This is an optimization exercise on Yosys and OpenROAD, whose aim is small area, a short achievable clock period and few clock cycles per item, not a production implementation. At most, simulation tests tie the RTL to the original design; equivalence was not proved.

## v6
Design canfc_tx, start of the top module:
module canfc_tx (
    input  wire        clk,
    input  wire        rst,           
    input  wire        in_valid,
    output reg         in_ready,
    input  wire        in_mode,       
    input  wire [28:0] in_id,
    input  wire        in_ext,
    input  wire        in_rtr,
    input  wire [3:0]  in_len,
    input  wire [63:0] in_data,       
    input  wire        in_ts_valid,
    input  wire [31:0] in_ts,
    output reg         out_valid,
    input  wire        out_ready,
    output reg  [7:0]  out_byte
);
    localparam [3:0] S_IDLE  = 4'd0,    
                     S_TAG   = 4'd1,    
                     S_TSD   = 4'd2,    
                     S_COLON = 4'd3,
                     S_TSSP  = 4'd4,    
                     S_ID    = 4'd5,    
                     S_IDSP  = 4'd6,    
                     S_LEN   = 4'd7,    
                     S_SP    = 4'd8,    
                     S_R1    = 4'd9,
                     S_T     = 4'd10,
                     S_R2    = 4'd11,
                     S_HI    = 4'd12,   
                     S_LO    = 4'd13;   
    localparam integer K  = 2;                  
    localparam integer NS = 15;                 
    localparam [4:0]   CDONE = NS + 1;
    function [3:0] inc4(input [3:0] v);
        begin
            inc4[0] = ~v[0];
            inc4[1] = v[1] ^ v[0];
            inc4[2] = v[2] ^ (v[1] & v[0]);
            inc4[3] = v[3] ^ (v[2] & v[1] & v[0]);
        end
    endfunction
    function [3:0] dec4(input [3:0] v);
        begin
            dec4[0] = ~v[0];
            dec4[1] = v[1] ^ ~v[0];
            dec4[2] = v[2] ^ ~(v[1] | v[0]);
            dec4[3] = v[3] ^ ~(v[2] | v[1] | v[0]);
        end
    endfunction
    reg        m, ext, rtr;
    reg [3:0]  len;
    reg [28:0] id;
    reg [63:0] data;
    reg        ffree;       
    always @(posedge clk) begin
        if (ffree) begin
            m    <= in_mode;
            ext  <= in_ext;
            rtr  <= in_rtr;
            len  <= in_len;
            id   <= in_id;
            data <= in_data;
        end
    end
    wire wf = (len <= 4'd8) && (ext || id[28:11] == 18'd0);
  ...
export LEC_CHECK = 0
export CAP_MARGIN = 20
export CORE_MARGIN = 2
export CORE_UTILIZATION = 40
export SLEW_MARGIN = 20
create_clock -name core_clock -period 40.0 [get_ports {clk}]
standard.sh (not shown) runs the stock make flow with config.mk's settings and CLKGATE_MAP_FILE= SYNTH_SCRIPT=/design/flow/synth_recipe.tcl, a recipe that flattens the netlist after the stock synthesis.
==> flow/flow/run.sh <==
#!/bin/bash
# Layout flow: the standard ORFS flow (standard.sh) with two changes.
#  1. Synthesis is synth_recipe.tcl unchanged except that Yosys's abc pass
#     runs flow/abc_area.script (an area-oriented mapping) in place of
#     ORFS's abc_speed.script. Registers are mapped before abc, so they are
#     the standard synthesis's registers. ADDER_MAP_FILE is left empty, so
#     adders are not mapped to the platform's half/full adder cells but left
#     to abc like the rest of the logic.
#  2. Each input port gets a buf_1 and each output port a buf_4, in place of
#     the delay buffers the default port buffering picks.
set -euo pipefail
HERE=$(pwd)
ABC_SCRIPT="$HERE/flow/abc_area.script"
{
  head -n 1 synth_recipe.tcl
  echo "proc abc {args} { set i [lsearch -exact \$args -script]; if {\$i >= 0} { lset args [expr {\$i + 1}] $ABC_SCRIPT }; yosys abc {*}\$args }"
  tail -n +2 synth_recipe.tcl
} > my_synth.tcl
sed "s#SYNTH_SCRIPT=[^ ]*#SYNTH_SCRIPT=$HERE/my_synth.tcl ADDER_MAP_FILE=#" standard.sh > my_standard.sh
grep -q "SYNTH_SCRIPT=$HERE/my_synth.tcl" my_standard.sh
export BUFFER_PORTS_ARGS="-inputs -buffer_cell sky130_fd_sc_hd__buf_1"
export CTS_ARGS="-sink_clustering_enable -repair_clock_nets -dont_use_dummy_load -buf_list sky130_fd_sc_hd__clkbuf_8"
export PRE_RESIZE_TCL="$HERE/flow/pre_resize.tcl"
bash my_standard.sh > "$HERE/standard.log" 2>&1
==> flow/flow/abc_area.script <==
strash
&get -n
&fraig -x
&put
scorr
dc2
strash
&get -n
&dch -f
&nf -R 1000
&put
==> flow/flow/pre_resize.tcl <==
# Buffer the output ports (the inputs were buffered before global placement).
buffer_ports -outputs -buffer_cell sky130_fd_sc_hd__buf_4
Here is what was changed in the inputs of v7 compared with v6.
--- a/flow/design.v
+++ b/flow/design.v
@@ -24,19 +24,19 @@
                      S_IDSP  = 4'd6,    
                      S_LEN   = 4'd7,    
                      S_SP    = 4'd8,    
                      S_R1    = 4'd9,
                      S_T     = 4'd10,
                      S_R2    = 4'd11,
                      S_HI    = 4'd12,   
                      S_LO    = 4'd13;   
-    localparam integer K  = 2;                  
-    localparam integer NS = 15;                 
-    localparam [4:0]   CDONE = NS + 1;
+    localparam integer K  = 3;                  
+    localparam integer NS = 10;                 
+    localparam [3:0]   CDONE = NS + 1;
     function [3:0] inc4(input [3:0] v);
         begin
             inc4[0] = ~v[0];
             inc4[1] = v[1] ^ v[0];
             inc4[2] = v[2] ^ (v[1] & v[0]);
             inc4[3] = v[3] ^ (v[2] & v[1] & v[0]);
         end
     endfunction
@@ -68,17 +68,17 @@
     reg [3:0]  idx;
     reg        dpend;       
     reg        dm;          
     reg        bcd_hold;    
     reg  cok;
     wire take = in_valid && ffree && cok;    
     wire adv  = !out_valid || out_ready;
     reg [38:0] bcd;         
-    reg [4:0]  cs;
+    reg [3:0]  cs;
     reg [K-1:0] sr;         
     reg  [K-1:0] slice;     
     integer s;
     always @(*) begin
         slice = {K{1'b0}};
         for (s = 0; s < NS; s = s + 1)
             if (cs == s)
                 slice = slice | in_ts[29 - K*s -: K];
@@ -99,29 +99,29 @@
     always @(*) begin
         dd = {1'b0, bcd};
         for (i = K - 1; i >= 0; i = i - 1) begin
             for (j = 0; j < 10; j = j + 1)
                 dn[4*j +: 4] = dbl({(j == 0) ? sr[i] : dd[4*j - 1], dd[4*j +: 3]});
             dd = dn;
         end
     end
-    wire cload = !bcd_hold && cs == 5'd0;
-    wire cstep = cs != 5'd0 && cs != CDONE;
+    wire cload = !bcd_hold && cs == 4'd0;
+    wire cstep = cs != 4'd0 && cs != CDONE;
     always @(posedge clk) begin
         if (cload || cstep)
             sr <= slice;
         if (cload)
             bcd <= {35'd0, lut2(in_ts[31:30])};
         else if (cstep)
             bcd <= dd[38:0];
         if (rst || !in_valid || take)
-            cs <= 5'd0;
+            cs <= 4'd0;
         else if (cload || cstep)
-            cs <= cs + 5'd1;
+            cs <= inc4(cs);
     end
     wire [9:1] nz;
     genvar gk;
     generate
         for (gk = 1; gk < 9; gk = gk + 1) begin : g_nz
             assign nz[gk] = |bcd[4*gk +: 4];
         end
     endgenerate
## What came out
- Height of the die is higher on v7
- Delta (v7 minus v6): post-DP HPWL increased by 980 um relative to the old numbers, cell count rose 6.9%, maximum frequency from static timing analysis saw an increase, wire length shows an increase of 1.5 mm, routing usage on met1 grew by 0.58 points.
- Count of non-CTS buffers in the layout, v7 and v6: smaller value in v7
- v7 vs v6 — detail-routed via count per cell climbed by a few percent
Testbench counts of v7, summed over its fixed seeds: cycles 25,116, frames 1,200.
Function not checked in v6: the RTL went through the layout flow alone.

==> re-timing with driven ports <==
In the flow no input, the clock included, has a driving cell. The finished layouts below were timed again as built, in two steps.
Step 1 (the two cells are an assumption about what drives the block):
set clk [get_ports {clk}]
set_driving_cell -lib_cell sky130_fd_sc_hd__clkbuf_16 $clk
set_driving_cell -lib_cell sky130_fd_sc_hd__buf_2 [delete_from_list [all_inputs] $clk]
Step 2 times the ports against the registers' clock, not the clock port: input delays grow and output delays shrink by t, the midpoint of the rising clock arrivals with the driver on.
Three values: ideal ports, drivers, drivers and shift; two values: the first two.
run	t, ns	setup WS [ns]	slew at the worst register clock pin (ns)	worst data-port slew with drivers (ns)
v6	0.484	30.940 / 30.900 / 30.732	0.09 / 0.09	0.10
v7	0.484	31.014 / 30.971 / 30.732	0.10 / 0.10	0.06
After both steps setup and hold are still met in every run listed. For v7, which loses most, drivers alone change the setup slack by -0.043 ns; drivers and shift together by -0.282 ns.
